Background: an optimization exercise with open tools, aiming at small area, a short achievable clock period and few clock cycles. Do not read the settings as production practice. No functional check of the RTL was part of this run. Power and IR drop assume default switching activity.

==> flow/design.v <==
module pcf8583_divu (
    input  wire        clk,
    input  wire        rst,
    input  wire        start,
    input  wire [40:0] a,
    input  wire [17:0] b,
    input  wire [5:0]  n,
    output wire [40:0] quo,
    output wire [17:0] rem,
    output reg         done
);
    reg [40:0] q;
    reg [18:0] r;
    reg [17:0] d;
    reg [5:0]  cnt;
    reg        run;
    wire [19:0] trial = {r, q[40]} - {2'b00, d};
    always @(posedge clk) begin
        if (rst) begin
            run  <= 1'b0;
            done <= 1'b0;
            cnt  <= 6'd0;
            q    <= 41'd0;
            d    <= 18'd0;
            r    <= 19'd0;
        end else begin
            done <= 1'b0;
            if (start) begin
                q   <= a << (6'd41 - n);
                r   <= 19'd0;
                d   <= b;
                cnt <= n;
                run <= 1'b1;
            end else if (run) begin
                if (!trial[19]) begin
                    r <= trial[18:0];
                    q <= {q[39:0], 1'b1};
                end else begin
                    r <= {r[17:0], q[40]};
                    q <= {q[39:0], 1'b0};
                end
                cnt <= cnt - 6'd1;
                if (cnt == 6'd1) begin
                    run  <= 1'b0;
                    done <= 1'b1;
                end
            end
        end
    end
    assign quo = q;
    assign rem = r[17:0];
endmodule
module pcf8583_rtc (
    input  wire        clk,
    input  wire        rst,
    input  wire        scl_i,
    input  wire        sda_i,
    input  wire [39:0] host_now,
    input  wire [6:0]  host_cs,
    output wire        sda_o,
    output wire        busy
);
    localparam [40:0] KOFF = 41'd617564390400;    
    localparam [3:0] S_IDLE       = 4'd0;
    localparam [3:0] S_START_WAIT = 4'd1;
    localparam [3:0] S_GET_ADDR   = 4'd2;
    localparam [3:0] S_AW_ACK     = 4'd3;
    localparam [3:0] S_AR_ACK     = 4'd4;
    localparam [3:0] S_GET_REG    = 4'd5;
    localparam [3:0] S_REG_ACK    = 4'd6;
    localparam [3:0] S_READ       = 4'd7;
    localparam [3:0] S_READ_ACK   = 4'd8;
    localparam [3:0] S_WRITE      = 4'd9;
    localparam [3:0] S_WRITE_ACK  = 4'd10;
    localparam [3:0] E_IDLE   = 4'd0;
    localparam [3:0] E_MAIN   = 4'd1;
    localparam [3:0] E_F1     = 4'd2;
    localparam [3:0] E_F2     = 4'd3;
    localparam [3:0] E_F3     = 4'd4;
    localparam [3:0] E_F4     = 4'd5;
    localparam [3:0] E_DELTA  = 4'd6;
    localparam [3:0] E_MUL    = 4'd7;
    localparam [3:0] E_COMMIT = 4'd8;
    localparam [3:0] E_PSTART = 4'd9;
    function [7:0] bcd7;
        input [6:0] v;
        begin
            bcd7 = (v / 7'd10) * 8'd16 + {1'b0, v % 7'd10};
        end
    endfunction
    function [10:0] st675;
        input [9:0] r; input b;
        reg [10:0] t;
        reg [10:0] tm;
        begin
            t = {r, b};
            tm = t - 11'd675;
            st675 = (t >= 11'd675) ? {1'b1, tm[9:0]} : {1'b0, t[9:0]};
        end
    endfunction
    function [18:0] st146097;
        input [17:0] r; input b;
        reg [18:0] t;
        reg [18:0] tm;
        begin
            t = {r, b};
            tm = t - 19'd146097;
            st146097 = (t >= 19'd146097) ? {1'b1, tm[17:0]} : {1'b0, t[17:0]};
        end
    endfunction
    function [2:0] st7;
        input [2:0] r; input b;
        reg [3:0] t;
        begin
            t = {r, b};
            st7 = (t >= 4'd7) ? t - 4'd7 : t[2:0];
        end
    endfunction
    function [11:0] st1461;
        input [10:0] r; input b;
        reg [11:0] t;
        reg [11:0] tm;
        begin
            t = {r, b};
            tm = t - 12'd1461;
            st1461 = (t >= 12'd1461) ? {1'b1, tm[10:0]} : {1'b0, t[10:0]};
        end
    endfunction
    function [8:0] st225;
        input [7:0] r; input b;
        reg [8:0] t;
        reg [8:0] tm;
        begin
            t = {r, b};
            tm = t - 9'd225;
            st225 = (t >= 9'd225) ? {1'b1, tm[7:0]} : {1'b0, t[7:0]};
        end
    endfunction
    function [4:0] st15;
        input [3:0] r; input b;
        reg [4:0] t;
        reg [4:0] tm;
        begin
            t = {r, b};
            tm = t - 5'd15;
            st15 = (t >= 5'd15) ? {1'b1, tm[3:0]} : {1'b0, t[3:0]};
        end
    endfunction
    function isleapv;
        input [7:0] v; input [1:0] c4;
        begin
            if (v[1:0] != 2'd0)      isleapv = 1'b0;
            else if (v == 8'd0)      isleapv = (c4 == 2'd0);
            else if (v == 8'd100)    isleapv = (c4 == 2'd3);
            else                     isleapv = 1'b1;
        end
    endfunction
    function [4:0] mlen;
        input [3:0] m; input lp;
        begin
            if (m == 4'd2) mlen = lp ? 5'd29 : 5'd28;
            else if (m == 4'd4 || m == 4'd6 || m == 4'd9 || m == 4'd11) mlen = 5'd30;
            else mlen = 5'd31;
        end
    endfunction
    function [8:0] cumd;
        input [3:0] m; input lp;
        reg [8:0] c;
        begin
            case (m)
                4'd1:  c = 9'd0;   4'd2:  c = 9'd31;  4'd3:  c = 9'd59;
                4'd4:  c = 9'd90;  4'd5:  c = 9'd120; 4'd6:  c = 9'd151;
                4'd7:  c = 9'd181; 4'd8:  c = 9'd212; 4'd9:  c = 9'd243;
                4'd10: c = 9'd273; 4'd11: c = 9'd304; default: c = 9'd334;
            endcase
            cumd = c + ((m >= 4'd3 && lp) ? 9'd1 : 9'd0);
        end
    endfunction
    reg        scl_r, sda_r;
    reg [39:0] hn_r;
    reg [6:0]  cs_r;
    always @(posedge clk) begin
        scl_r <= scl_i;
        sda_r <= sda_i;
        hn_r  <= host_now;
        cs_r  <= host_cs;
    end
    reg        scl_q, sda_q;
    reg [3:0]  ps;
    reg [2:0]  bc;
    reg [7:0]  sh;
    reg [7:0]  ptr;
    reg [7:0]  ctrl;
    reg        halted, am_pm;
    reg        sda_cur, a_reg, busy_reg;
    reg [6:0]  cs_snap;
    reg [7:0]  nb;
    reg [7:0]  nb_tag;
    reg        nb_rdy;
    wire clk_edge = scl_r ^ scl_q;
    wire fall     = clk_edge & ~scl_r;
    wire dedge    = ~clk_edge & (sda_r ^ sda_q);
    wire start_op = dedge & scl_q & ~sda_r;
    wire stop_op  = dedge & scl_q & sda_r;
    wire [7:0] shifted = {sh[6:0], sda_q};
    wire bdone    = (bc == 3'd7);
    assign sda_o = (scl_q & ~scl_r) ? a_reg : (sda_cur | (scl_q & (sda_q ^ sda_r)));
    assign busy  = busy_reg;
    reg        scl_n, sda_n;
    reg [3:0]  ps_n;
    reg [2:0]  bc_n;
    reg [7:0]  sh_n, ptr_n;
    reg        wr_ev;
    always @(*) begin
        scl_n = clk_edge ? scl_r : scl_q;
        sda_n = clk_edge ? sda_q : sda_r;
        ps_n  = ps;
        bc_n  = bc;
        sh_n  = sh;
        ptr_n = ptr;
        wr_ev = 1'b0;
        if (fall) begin
            case (ps)
                S_START_WAIT: ps_n = S_GET_ADDR;
                S_GET_ADDR: begin
                    sh_n = shifted;
                    bc_n = bc + 3'd1;
                    if (bdone) begin
                        if (shifted == 8'hA0)      ps_n = S_AW_ACK;
                        else if (shifted == 8'hA1) ps_n = S_AR_ACK;
                        else                       ps_n = S_IDLE;
                    end
                end
                S_AW_ACK: begin
                    bc_n = 3'd0;
                    ps_n = S_GET_REG;
                end
                S_GET_REG: begin
                    sh_n = shifted;
                    bc_n = bc + 3'd1;
                    if (bdone) begin
                        ptr_n = shifted;
                        ps_n  = S_REG_ACK;
                    end
                end
                S_REG_ACK, S_WRITE_ACK: begin
                    bc_n = 3'd0;
                    ps_n = S_WRITE;
                end
                S_WRITE: begin
                    sh_n = shifted;
                    bc_n = bc + 3'd1;
                    if (bdone) begin
                        ptr_n = ptr + 8'd1;
                        ps_n  = S_WRITE_ACK;
                        wr_ev = 1'b1;
                    end
                end
                S_AR_ACK: begin
                    sh_n = nb;
                    bc_n = 3'd0;
                    ps_n = S_READ;
                end
                S_READ: begin
                    bc_n = bc + 3'd1;
                    sh_n = {sh[6:0], 1'b0};
                    if (bdone) ps_n = S_READ_ACK;
                end
                S_READ_ACK: begin
                    if (!sda_q) begin
                        ptr_n = ptr + 8'd1;
                        sh_n  = nb;
                        bc_n  = 3'd0;
                        ps_n  = S_READ;
                    end else begin
                        ps_n = S_IDLE;
                    end
                end
                default: ;
            endcase
        end else if (start_op) begin
            bc_n = 3'd0;
            ps_n = S_START_WAIT;
        end else if (stop_op) begin
            ps_n = S_IDLE;
        end
    end
    reg a_n;
    always @(*) begin
        case (ps_n)
            S_GET_ADDR: a_n = (bc_n == 3'd7) ? (sh_n[6:0] != 7'b1010000) : 1'b1;
            S_GET_REG, S_WRITE: a_n = (bc_n != 3'd7);
            S_AR_ACK:   a_n = nb[7];
            S_READ:     a_n = (bc_n == 3'd7) ? 1'b0 : sh_n[6];
            S_READ_ACK: a_n = sda_n | nb[7];
            default:    a_n = 1'b1;
        endcase
    end
    wire wr_time = wr_ev && (ptr >= 8'd2) && (ptr <= 8'd6);
    wire wr_ctrl = wr_ev && (ptr == 8'd0);
    wire wr_ring = wr_ev && (ptr >= 8'd8);
    wire halt_go = wr_ctrl && shifted[7] && !halted;
    wire res_go  = wr_ctrl && !shifted[7] && halted;
    reg [1983:0] ring;
    reg [7:0]    rc;
    reg [4:0]    clr_cnt;
    wire         clr = (clr_cnt != 5'd0);
    reg          pw_valid;
    reg [7:0]    pw_idx;
    reg [7:0]    pw_data;
    wire [8:0] ws_sum = {1'b0, pw_idx} + {1'b0, rc};
    wire [8:0] ws_m   = ws_sum - 9'd248;
    wire [7:0] ws     = ws_m[8] ? ws_sum[7:0] : ws_m[7:0];
    wire       wfire  = pw_valid && (ws[3:0] == 4'd0);
    wire [127:0] tap_src;
    genvar gk, gi;
    generate
        for (gk = 0; gk < 16; gk = gk + 1) begin : g_tap
            localparam integer SRC = (gk == 0) ? 247 : 16 * gk - 1;
            assign tap_src[8*gk +: 8] = ring[8*SRC +: 8];
        end
        for (gi = 0; gi < 248; gi = gi + 1) begin : g_ring
            if (gi % 16 == 0) begin : g_t
                always @(posedge clk)
                    ring[8*gi +: 8] <= clr ? 8'd0 :
                                       (wfire && ws[7:4] == (gi / 16)) ? pw_data :
                                       tap_src[8*(gi/16) +: 8];
            end else begin : g_s
                always @(posedge clk)
                    ring[8*gi +: 8] <= ring[8*(gi-1) +: 8];
            end
        end
    endgenerate
    reg [3:0]  eph;
    reg        ejob_w;        
    reg [2:0]  emode;
    reg [7:0]  wval;
    reg [4:0]  ecnt;
    reg        pend, pend_add;
    reg        snap_valid;
    reg [27:0] eq;            
    reg [9:0]  r1;
    reg [17:0] r2;
    reg [6:0]  low7;
    reg [2:0]  w7;
    reg [5:0]  f_sc, f_mi;
    reg [4:0]  f_hr, f_dom;
    reg [3:0]  f_mon;
    reg [6:0]  f_w;           
    reg [1:0]  f_c4;          
    reg [2:0]  f_wd;
    reg [40:0] offK, latchK;
    wire [7:0] tgt   = (ps == S_READ || ps == S_READ_ACK) ? ptr + 8'd1 : ptr;
    wire       tring = (tgt[7:3] != 5'd0);
    wire [7:0] tidx  = tgt - 8'd8;
    wire [8:0] ts_sum = {1'b0, tidx} + {1'b0, rc};
    wire [8:0] ts_m   = ts_sum - 9'd248;
    wire [7:0] ts     = ts_m[8] ? ts_sum[7:0] : ts_m[7:0];
    wire       thit   = (ts[3:0] == 4'd0);
    wire [7:0] tapv   = tap_src[8*ts[7:4] +: 8];
    wire       pconf  = pw_valid && (pw_idx == tidx);
    wire [4:0] h12 = (f_hr == 5'd0) ? 5'd12 : (f_hr > 5'd12) ? f_hr - 5'd12 : f_hr;
    wire       pm  = (f_hr >= 5'd12);
    reg  [6:0] raw7;
    reg  [7:0] ext8;
    always @(*) begin
        raw7 = 7'd0;
        ext8 = 8'd0;
        case (tgt[2:0])
            3'd1: raw7 = cs_snap;
            3'd2: raw7 = {1'b0, f_sc};
            3'd3: raw7 = {1'b0, f_mi};
            3'd4: begin
                raw7 = {2'b00, am_pm ? h12 : f_hr};
                ext8 = am_pm ? {1'b1, pm, 6'd0} : 8'd0;
            end
            3'd5: begin raw7 = {2'b00, f_dom}; ext8 = {f_w[1:0], 6'd0}; end
            3'd6: begin raw7 = {3'b000, f_mon}; ext8 = {f_wd + 3'd1, 5'd0}; end
            default: ;
        endcase
    end
    wire [7:0] regbyte = (tgt[2:0] == 3'd0) ? ctrl :
                         (tgt[2:0] == 3'd7) ? 8'd0 : (bcd7(raw7) | ext8);
    wire       tsnap   = (tgt[2:0] >= 3'd2) && (tgt[2:0] <= 3'd6);
    wire ld_ok = nb_rdy && (nb_tag == tgt) && !(tring && pconf);
    wire wpre = ejob_w && (eph != E_IDLE) && (eph != E_PSTART);
    wire proc_add = halt_go | res_go | start_op | wr_time;
    wire do_commit = (eph == E_COMMIT) && !proc_add;
    wire do_pstart = (eph == E_PSTART) && !proc_add;
    reg        add_lat;       
    reg [1:0]  add_bs;        
    always @(*) begin
        add_lat = 1'b0;
        add_bs  = 2'd0;
        if (halt_go) begin
            add_lat = 1'b0; add_bs = 2'd1;
        end else if (res_go) begin
            add_lat = 1'b1; add_bs = 2'd2;
        end else if (start_op || wr_time) begin
            add_lat = halted;
            add_bs  = halted ? 2'd0 : 2'd1;
        end else if (eph == E_COMMIT) begin
            add_lat = halted; add_bs = 2'd3;
        end else begin
            add_lat = 1'b1;
            add_bs  = pend_add ? 2'd3 : 2'd0;
        end
    end
    wire [40:0] hn_x  = {hn_r[39], hn_r};
    wire [40:0] add_a = add_lat ? latchK : offK;
    wire [40:0] add_b = (add_bs == 2'd1) ? hn_x :
                        (add_bs == 2'd2) ? ~hn_x :
                        (add_bs == 2'd3) ? {{13{eq[27]}}, eq} : 41'd0;
    wire [40:0] sum   = add_a + add_b + {40'd0, (add_bs == 2'd2)};
    wire start_direct = start_op && !wpre;
    wire div_load = start_direct || wr_time || do_pstart;
    reg [9:0]  m_r1;
    reg [17:0] m_r2;
    reg [2:0]  m_w7;
    reg [27:0] m_eq;
    reg [10:0] s1;
    reg [18:0] s2;
    integer j;
    always @(*) begin
        m_r1 = r1; m_r2 = r2; m_w7 = w7; m_eq = eq;
        for (j = 0; j < 3; j = j + 1) begin
            s1   = st675(m_r1, m_eq[26]);
            m_eq = {m_eq[26:0], 1'b0};
            m_r1 = s1[9:0];
            s2   = st146097(m_r2, s1[10]);
            m_r2 = s2[17:0];
            m_w7 = st7(m_w7, s1[10]);
        end
    end
    wire [18:0] f1a = st146097(r2, 1'b1);
    wire [18:0] f1b = st146097(f1a[17:0], 1'b1);
    wire [17:0] xz  = {f1b[17:2], 2'b11};           
    reg  [7:0]  h_r;
    reg  [4:0]  h_q;
    reg  [8:0]  s3;
    wire [16:0] sod = {r1, low7};
    always @(*) begin
        h_r = sod[16:9];
        h_q = 5'd0;
        for (j = 0; j < 5; j = j + 1) begin
            s3  = st225(h_r, sod[8 - j]);
            h_r = s3[7:0];
            h_q = {h_q[3:0], s3[8]};
        end
    end
    reg  [3:0]  mn_r;
    reg  [5:0]  mn_q;
    reg  [4:0]  s4;
    wire [5:0]  mbits = {r1[3:0], low7[3:2]};
    always @(*) begin
        mn_r = r1[7:4];
        mn_q = 6'd0;
        for (j = 0; j < 6; j = j + 1) begin
            s4   = st15(mn_r, mbits[5 - j]);
            mn_r = s4[3:0];
            mn_q = {mn_q[4:0], s4[4]};
        end
    end
    reg  [10:0] z_r;
    reg  [27:0] z_eq;
    reg  [11:0] s5;
    always @(*) begin
        z_r  = r2[10:0];
        z_eq = eq;
        for (j = 0; j < 4; j = j + 1) begin
            if (eph == E_F3 && j == 3) begin
            end else begin
                s5   = st1461(z_r, z_eq[6]);
                z_r  = s5[10:0];
                z_eq = {z_eq[27:7], z_eq[5:0], s5[11]};
            end
        end
    end
    wire [8:0] ny = r2[10:2];
    reg  [3:0] mp;
    reg  [8:0] mstart;
    always @(*) begin
        if      (ny >= 9'd337) begin mp = 4'd11; mstart = 9'd337; end
        else if (ny >= 9'd306) begin mp = 4'd10; mstart = 9'd306; end
        else if (ny >= 9'd275) begin mp = 4'd9;  mstart = 9'd275; end
        else if (ny >= 9'd245) begin mp = 4'd8;  mstart = 9'd245; end
        else if (ny >= 9'd214) begin mp = 4'd7;  mstart = 9'd214; end
        else if (ny >= 9'd184) begin mp = 4'd6;  mstart = 9'd184; end
        else if (ny >= 9'd153) begin mp = 4'd5;  mstart = 9'd153; end
        else if (ny >= 9'd122) begin mp = 4'd4;  mstart = 9'd122; end
        else if (ny >= 9'd92)  begin mp = 4'd3;  mstart = 9'd92;  end
        else if (ny >= 9'd61)  begin mp = 4'd2;  mstart = 9'd61;  end
        else if (ny >= 9'd31)  begin mp = 4'd1;  mstart = 9'd31;  end
        else                   begin mp = 4'd0;  mstart = 9'd0;   end
    end
    wire [8:0] dom9 = ny - mstart + 9'd1;
    wire       jan  = (mp >= 4'd10);
    wire [3:0] mon4 = jan ? mp - 4'd9 : mp + 4'd3;
    wire [6:0] zq   = eq[6:0];
    wire [3:0] wd4  = {1'b0, w7} + 4'd3;
    wire [2:0] wdn  = (wd4 >= 4'd7) ? wd4[2:0] - 3'd7 : wd4[2:0];
    wire [7:0] v_sec  = wval[7:4] * 8'd10 + {4'd0, wval[3:0]};
    wire [5:0] v_dom  = wval[5:4] * 6'd10 + {2'd0, wval[3:0]};
    wire [4:0] v_m5   = (wval[4] ? 5'd10 : 5'd0) + {1'b0, wval[3:0]};
    wire [4:0] v_m12  = (v_m5 >= 5'd24) ? v_m5 - 5'd24 : (v_m5 >= 5'd12) ? v_m5 - 5'd12 : v_m5;
    wire [5:0] v_hour = wval[7] ? ({1'b0, v_m12} + (wval[6] ? 6'd12 : 6'd0)) : v_dom;
    wire [2:0] v_wday = (wval[7:5] == 3'd0) ? 3'd6 : wval[7:5] - 3'd1;
    wire [1:0] y4  = f_w[1:0];
    wire lp_y   = isleapv({1'b0, f_w}, f_c4);
    wire lp_ym1 = isleapv({1'b0, f_w} - 8'd1, f_c4);
    wire lp_yp1 = isleapv({1'b0, f_w} + 8'd1, f_c4);
    wire lp_b   = isleapv({1'b0, f_w[6:2], 2'b00}, f_c4);
    reg  [3:0]  m1;
    reg  signed [2:0] rel;
    reg  [1:0]  y1m4;
    reg         l1;
    reg  signed [11:0] g_day;
    wire [4:0]  lm = mlen(f_mon, lp_y);
    always @(*) begin
        if (v_dom == 6'd0) begin
            m1  = (f_mon == 4'd1) ? 4'd12 : f_mon - 4'd1;
            rel = (f_mon == 4'd1) ? -3'sd1 : 3'sd0;
        end else if (v_dom <= {1'b0, lm}) begin
            m1  = f_mon;
            rel = 3'sd0;
        end else begin
            m1  = (f_mon == 4'd12) ? 4'd1 : f_mon + 4'd1;
            rel = (f_mon == 4'd12) ? 3'sd1 : 3'sd0;
        end
        y1m4 = y4 + rel[1:0];
        l1   = (rel == 3'sd1 && y4 == 2'd3) ? lp_yp1 : lp_b;
        g_day = $signed({1'b0, wval[7:6]}) * 12'sd365 - $signed({1'b0, y1m4}) * 12'sd365;
        if (m1 <= 4'd2 && l1)
            g_day = g_day + $signed({11'd0, wval[7:6] != 2'd0}) - $signed({11'd0, y1m4 != 2'd0});
    end
    wire signed [11:0] dd_day = $signed({6'd0, v_dom}) - $signed({7'd0, f_dom}) + g_day;
    reg  signed [11:0] jy;
    reg  [3:0]  mn;
    reg         lpn;
    always @(*) begin
        if (v_m5 == 5'd0) begin
            jy = -12'sd365 - $signed({11'd0, lp_ym1}); mn = 4'd12; lpn = lp_ym1;
        end else if (v_m5 <= 5'd12) begin
            jy = 12'sd0; mn = v_m5[3:0]; lpn = lp_y;
        end else if (v_m5 <= 5'd24) begin
            jy = 12'sd365 + $signed({11'd0, lp_y}); mn = v_m5[3:0] - 4'd12; lpn = lp_yp1;
        end else begin
            jy = 12'sd730 + $signed({11'd0, lp_y}) + $signed({11'd0, lp_yp1}); mn = 4'd1; lpn = 1'b0;
        end
    end
    wire signed [11:0] d1 = jy + $signed({3'd0, cumd(mn, lpn)}) - $signed({3'd0, cumd(f_mon, lp_y)});
    wire [11:0] wsum = d1 + 12'sd371 + $signed({9'd0, f_wd});
    wire [2:0]  wd1  = wsum % 12'd7;
    wire signed [11:0] dd_mon = d1 + $signed({9'd0, v_wday}) - $signed({9'd0, wd1});
    reg signed [11:0] dval;
    always @(*) begin
        case (emode)
            3'd2:    dval = $signed({4'd0, v_sec}) - $signed({6'd0, f_sc});
            3'd3:    dval = $signed({4'd0, v_sec}) - $signed({6'd0, f_mi});
            3'd4:    dval = $signed({6'd0, v_hour}) - $signed({7'd0, f_hr});
            3'd5:    dval = dd_day;
            default: dval = dd_mon;
        endcase
    end
    localparam [16:0] U86400 = 17'd86400;
    localparam [16:0] U3600  = 17'd3600;
    localparam [16:0] U60    = 17'd60;
    reg ubit;
    always @(*) begin
        case (emode)
            3'd3:    ubit = U60[ecnt - 5'd1];
            3'd4:    ubit = U3600[ecnt - 5'd1];
            default: ubit = U86400[ecnt - 5'd1];
        endcase
    end
    wire signed [11:0] dreg = r2[11:0];
    wire [27:0] mul_n = {eq[26:0], 1'b0} + (ubit ? {{16{dreg[11]}}, dreg} : 28'd0);
    always @(posedge clk) begin
        if (rst) begin
            scl_q      <= 1'b1;
            sda_q      <= 1'b1;
            ps         <= S_IDLE;
            ptr        <= 8'd0;
            ctrl       <= 8'd0;
            halted     <= 1'b0;
            am_pm      <= 1'b0;
            sda_cur    <= 1'b1;
            a_reg      <= 1'b1;
            busy_reg   <= 1'b0;
            offK       <= KOFF;
            rc         <= 8'd0;
            clr_cnt    <= 5'd16;
            pw_valid   <= 1'b0;
            nb_rdy     <= 1'b0;
            eph        <= E_IDLE;
            ejob_w     <= 1'b0;
            pend       <= 1'b0;
            snap_valid <= 1'b0;
        end else begin
            scl_q   <= scl_n;
            sda_q   <= sda_n;
            ps      <= ps_n;
            bc      <= bc_n;
            sh      <= sh_n;
            ptr     <= ptr_n;
            sda_cur <= sda_o;
            a_reg   <= a_n;
            busy_reg <= (((ps_n == S_AR_ACK) || (ps_n == S_READ_ACK)) && !ld_ok) ||
                        ((ps_n == S_WRITE) && (bc_n == 3'd7) &&
                         (pw_valid || wr_ring || wr_time || (ejob_w && eph != E_IDLE)));
            if (start_op) cs_snap <= cs_r;
            if (wr_ctrl) begin
                ctrl <= shifted;
                if (halt_go) begin
                    latchK <= sum;
                    halted <= 1'b1;
                end
                if (res_go) begin
                    offK   <= sum;
                    halted <= 1'b0;
                end
            end
            if (wr_time && ptr[2:0] == 3'd4) am_pm <= shifted[7];
            rc <= (rc == 8'd247) ? 8'd0 : rc + 8'd1;
            if (clr) clr_cnt <= clr_cnt - 5'd1;
            if (wr_ring) begin
                pw_valid <= 1'b1;
                pw_idx   <= ptr - 8'd8;
                pw_data  <= shifted;
            end else if (wfire) begin
                pw_valid <= 1'b0;
            end
            if (start_op || wr_ev) begin
                nb_rdy <= 1'b0;
            end else if (!tring) begin
                nb     <= regbyte;
                nb_tag <= tgt;
                nb_rdy <= !tsnap || snap_valid;
            end else if (pconf) begin
                nb_rdy <= 1'b0;
            end else if (thit) begin
                nb     <= tapv;
                nb_tag <= tgt;
                nb_rdy <= !clr;
            end
            if (start_op) begin
                snap_valid <= 1'b0;
                if (wpre) begin
                    pend     <= 1'b1;
                    pend_add <= !halted;
                    if (!halted) latchK <= sum;
                end else begin
                    pend <= 1'b0;
                end
            end
            if (wr_time) begin
                snap_valid <= 1'b0;
                wval  <= shifted;
                emode <= ptr[2:0];
            end
            if (div_load) begin
                ejob_w <= wr_time;
                eph    <= E_MAIN;
                ecnt   <= 5'd0;
                r1     <= {3'd0, sum[40:34]};
                eq     <= {1'b0, sum[33:7]};
                low7   <= sum[6:0];
                r2     <= 18'd0;
                w7     <= 3'd0;
                if (do_pstart) pend <= 1'b0;
            end else begin
                case (eph)
                    E_MAIN: begin
                        r1 <= m_r1; r2 <= m_r2; w7 <= m_w7; eq <= m_eq;
                        ecnt <= ecnt + 5'd1;
                        if (ecnt == 5'd8) eph <= E_F1;
                    end
                    E_F1: begin
                        f_c4 <= {f1a[18], f1b[18]};
                        r2   <= {7'd0, xz[17:7]};
                        eq   <= {21'd0, xz[6:0]};
                        f_hr <= h_q;
                        r1   <= {2'b00, h_r};
                        eph  <= E_F2;
                    end
                    E_F2: begin
                        f_mi <= mn_q;
                        f_sc <= {mn_r, low7[1:0]};
                        r2   <= {7'd0, z_r};
                        eq   <= z_eq;
                        eph  <= E_F3;
                    end
                    E_F3: begin
                        r2  <= {7'd0, z_r};
                        eq  <= z_eq;
                        eph <= E_F4;
                    end
                    E_F4: begin
                        f_dom <= dom9[4:0];
                        f_mon <= mon4;
                        f_w   <= zq + {6'd0, jan};
                        f_wd  <= wdn;
                        if (ejob_w) begin
                            eph <= E_DELTA;
                        end else begin
                            eph        <= E_IDLE;
                            snap_valid <= 1'b1;
                        end
                    end
                    E_DELTA: begin
                        r2 <= {6'd0, dval};
                        eq <= {{16{dval[11]}}, dval};
                        case (emode)
                            3'd2:    begin ecnt <= 5'd0;  eph <= E_COMMIT; end
                            3'd3:    begin ecnt <= 5'd5;  eph <= E_MUL; end
                            3'd4:    begin ecnt <= 5'd11; eph <= E_MUL; end
                            default: begin ecnt <= 5'd16; eph <= E_MUL; end
                        endcase
                    end
                    E_MUL: begin
                        eq   <= mul_n;
                        ecnt <= ecnt - 5'd1;
                        if (ecnt == 5'd1) eph <= E_COMMIT;
                    end
                    E_COMMIT: begin
                        if (do_commit) begin
                            if (halted) latchK <= sum;
                            else        offK   <= sum;
                            eph <= (pend || start_op) ? E_PSTART : E_IDLE;
                        end
                    end
                    default: ;
                endcase
            end
        end
    end
endmodule
==> flow/run.sh <==
#!/bin/bash
# synth_recipe.tcl (not shown) runs the flow's synth.tcl, then flattens the netlist and writes it again
# the make line also repeats each setting of config.mk as NAME=value (left out here)
make -C /OpenROAD-flow-scripts/flow DESIGN_CONFIG=/design/flow/config.mk WORK_HOME=/design/flow/orfs CLKGATE_MAP_FILE= SYNTH_SCRIPT=/design/flow/synth_recipe.tcl finish
==> flow/config.mk <==
export PLATFORM = sky130hd
export DESIGN_NAME = pcf8583_rtc
export DESIGN_NICKNAME = pcf8583_rtc
export VERILOG_FILES = /design/flow/design.v
export SDC_FILE = /design/flow/constraint.sdc
export NUM_CORES = 4
export LEC_CHECK = 0
export CAP_MARGIN = 20
export CORE_MARGIN = 2
export CORE_UTILIZATION = 30
export SLEW_MARGIN = 20
==> flow/constraint.sdc <==
create_clock -name core_clock -period 20.0 [get_ports {clk}]
set_input_delay 4.0000 -clock core_clock [delete_from_list [all_inputs] [get_ports {clk}]]
set_output_delay 4.0000 -clock core_clock [all_outputs]
set_load 0.01 [all_outputs]
==> impl_results.md <==
- Hold path depth: 0
- Max reg flops: around 2,000
- Worst slew pin tran: between 1 and 1.5 ns
- CP startpoint kind: flop
- Sequential Power Share: 0.308
- Final Cycle Share: 0.852
- Simple-Gate Fraction of Synth Area: 0.0910
- Reg2reg start: wval[1]
- Placed cell area: between 80,000 and 90,000 um^2
- Post-Route Utilization: 0.348
- Mux cell area share after synthesis: 0.0473
- Pre-CTS WS: ~3.3 ns
- P_int: about 10 mW
- Hold Path Origin: ring[1375]
- Remaining global-route overflow: 0
- Setup_tns: 0 ns
- Setup violators final: 0
- Antenna violations before repair: 3
- Setup Buffers After CTS: 0
- Final Skew: between 0.1 and 0.15 ns
- Post-synthesis adder-cell area fraction: 0.0557
- Most frequent CP cell: a21oi_1
- Hold Path Sink: ring[1383]
- Core box area: ~260,000 um^2
- P_leak: between 30 and 40 nW
- Root Driver: clkbuf_16
- Sw frac: 0.393
- Synth unique cells: 119
- Final GP Congestion: 0.939
- Status: no timing/DRC/antenna violations
- Global Route Usage Sum: 0.136
- Hold slack: between 0.2 and 0.3 ns
- Final Instance Area: ~91,000 um^2
- Clk Latency, worst-skew pair: 0.91 ns
- Critical R2R Capture: eq[25]
- DR vias: 49,952
- R2R Setup Slk: 2.95 ns
- Drc violations: 0
- NumNets Final: roughly 7,300
- # placed instances: between 10,000 and 15,000
- Max-cap viol count: 0
- H-tree depth: 4
- Crit Path Category: reg2reg
- CTS max path bufs: 4
- Clk network pwr share: 0.252
- Layout cell share with drive strength beyond 1: 0.0927
- Total power per unit cell area: approximately 180 nW/um^2
- Power share of the combinational group: 0.440
- Area grow syn2layout: 15.3%
- EDFF count, synth: 211
- CTS Hold Bufs: 0
- Gate Count Post-Synth: just under 7,000
- Pwr Total: 16.9 mW
- First-pass GRT wire length: between 200,000 and 300,000 um
- Maximum VDD drop: 0.250 mV
- Post-DR vias/cell: ~4.7
- Yosys reg bits: 2,343
- Hold Crit Class: reg2reg
- CTS tree: built
- Largest net degree at the start of global routing: 73
- Routed len/inst: 17.6 um
- CP max stage delay: 0.73 ns
- Die area: 268,000 um^2
- Final cell count without fillers: 10,654
- Iteration-0 DRC Markers: ~4,000
- Post-synthesis sequential area ratio: 0.619
- Syn Nets: 7,250
- Clock transition at path regs: 0.08 ns
- F_max: 0.0587 GHz
- WP data required: 20.55 ns
- Yosys warning count: 1
- Tmin final: 17.05 ns
- Biggest regs: ring x1984, latchK x41, offK x41
- Reg with most FFs: ring
- Hpwl dp: 130,000 um
- CP arrival: 17.60 ns
- Worst R2R Path Depth: slightly above 60
- Max-slew violations: 0
- Initial Util: 0.302
- Chip width: 518 um
- Compound-Gate Fraction of Synth Area: 0.114
- RSZ-0062 raised after global routing: false
- Net Sw Power: 6.63 mW
- CP endpoint kind: flop
- Synth Area per Inst: between 10 and 15 um^2
- CTS Buf Count: between 200 and 250
- CP Max Fanout: 15
- Final wirelength: 188,000 um
- Critical-path top delay cell: xor2_1
- Clock sink count: 2,343
- Synth Flop Type: dfxtp_1
- Slew margin rel.: 0.220
- Post-CTS Resized: 0
- Post-synthesis cell area: 79,200 um^2
- IO Pins: 53
- XOR/XNOR Fraction of Synth Area: 0.0483
- Largest family of logic cells by synthesized area: compound AO/OA/AOI/OAI gates
- Setup ws final: approximately 3.0 ns
- Port bufs: 52
- Cell row count: 188
- Vias in the first global route: slightly below 50,000
- Async SR Flop Fraction: 0
- Pre-antenna DRT Iters: 8
- Final hold vios: 0
- Final ANT Viol Nets: 0
- Die Y: 518 um
==> Yosys cell counts, types with 15 or more instances <==
cell type / instances / area, um^2
o21a_1: 28 / 210
nand2_1: 498 / 1870
mux2_2: 92 / 1040
a21boi_0: 19 / 143
and3_1: 30 / 188
nor3b_1: 15 / 113
a2111oi_0: 15 / 131
clkbuf_1: 197 / 739
a211oi_1: 53 / 398
dfxtp_1: 2132 / 42700
mux2i_1: 193 / 1930
a22o_1: 22 / 193
or3_1: 25 / 156
o21bai_1: 59 / 443
or2_2: 28 / 175
xnor2_1: 288 / 2520
inv_1: 264 / 991
nor2b_1: 46 / 288
edfxtp_1: 211 / 6340
and2_1: 46 / 288
nand2b_1: 51 / 319
o22ai_1: 22 / 138
nand3_1: 117 / 586
a221oi_1: 19 / 166
xor2_1: 134 / 1170
o31ai_1: 29 / 218
buf_2: 15 / 75.1
ha_1: 297 / 3720
fa_1: 33 / 661
o211ai_1: 74 / 556
a21o_1: 65 / 488
nor2_1: 512 / 1920
a31oi_1: 52 / 325
nand4_1: 25 / 156
o21ai_1: 34 / 170
nor3_1: 84 / 420
a21oi_1: 381 / 1910
a22oi_1: 32 / 240
nor4_1: 23 / 144
mux4_2: 32 / 721
o21ai_0: 257 / 1290
==> critical path: cells and delay by family, from the launching register on <==
kind,cells,cell delay [ns]
compound gates,30,7.78
xor+xnor,5,1.68
fa+ha+maj,10,3.35
buf+inv,3,0.28
flops,1,0.38
simple gates,14,3.21
==> power by group through the flow <==
stage	registers (mW)	clock network, mW	logic [mW]
CTS	5.19	4.36	7.30
detailed placement	5.29	0	7.24
finish	5.19	4.26	7.43
global route	5.20	4.55	8.07
global placement	5.29	0	7.19
floorplan	5.17	0	5.42
==> how the worst max path moves through the flow <==
stage	from	endpoint	slack (ns)	cells after the start
after global routing	wval[4]	eq[25]	1.57	66
after detailed placement	wval[4]	eq[25]	3.27	63
after floorplan	wval[4]	eq[15]	6.16	62
final	wval[1]	eq[25]	2.95	62
after CTS	wval[1]	eq[25]	3.22	62
after global placement	wval[4]	eq[25]	3.35	60
==> layer usage <==
layer / vias to the layer above / wire, um / GRT usage
met5: - / 0 / 0
li1: 24050 / - / -
met1: 24266 / 87500 / 0.186
met4: 0 / 5130 / 0.0407
met2: 1336 / 85000 / 0.220
met3: 300 / 10300 / 0.0217
==> kinds of logic (layout without fill, tap and decap cells) <==
kind of cell    count (synthesis)  count (layout)
mux                           321             321
compound gates               1368            1368
fa+ha+maj                     333             333
xor+xnor                      429             429
other cells                     0               1
buf+inv                       508             777
flops                        2343            2343
simple gates                 1567            1567
==> final cells by class <==
type                       instances  area [um^2]
fill                           25791       171000
clock buffer                     303         6330
antenna                            1         2.50
timing repair buffer             107          931
clock inverter                    89         1160
tap                             3515         4400
sequential                      2343        49000
inverter                         278         1040
multi-input combinational       4018        28400
==> placed cells by master (no fill, tap or decap), types with 192 or more instances in the layout <==
cell type	count
inv_1	264
mux2i_1	192
xnor2_1	285
clkbuf_16	224
nor2_1	505
ha_1	297
dfxtp_1	2132
a21oi_1	379
edfxtp_1	211
nand2_1	497
o21ai_0	256

[separate check: timing with driven ports]
Ports are ideal in the flow. The routed layout listed here was re-timed in OpenROAD. Step 1, drivers: a clkbuf_16 drives clk and a buf_2 each remaining input, both assumed. Step 2 also shifts input and output timing later by t, the mid clock arrival at the registers, as if the neighbouring blocks saw the same clock. Slacks: no drivers / after step 1 / after step 2; pairs: no drivers / after step 1.
t, ns: 0.926
slack for setup (ns): 2.951 / 2.951 / 2.951
latest minus earliest clock arrival (ns): 0.131 / 0.131
pins driven straight from the clock port: 1
After both steps setup and hold are still met in this run. The setup slack of this run moves by 0.000 ns with the drivers and by 0.000 ns with both steps.
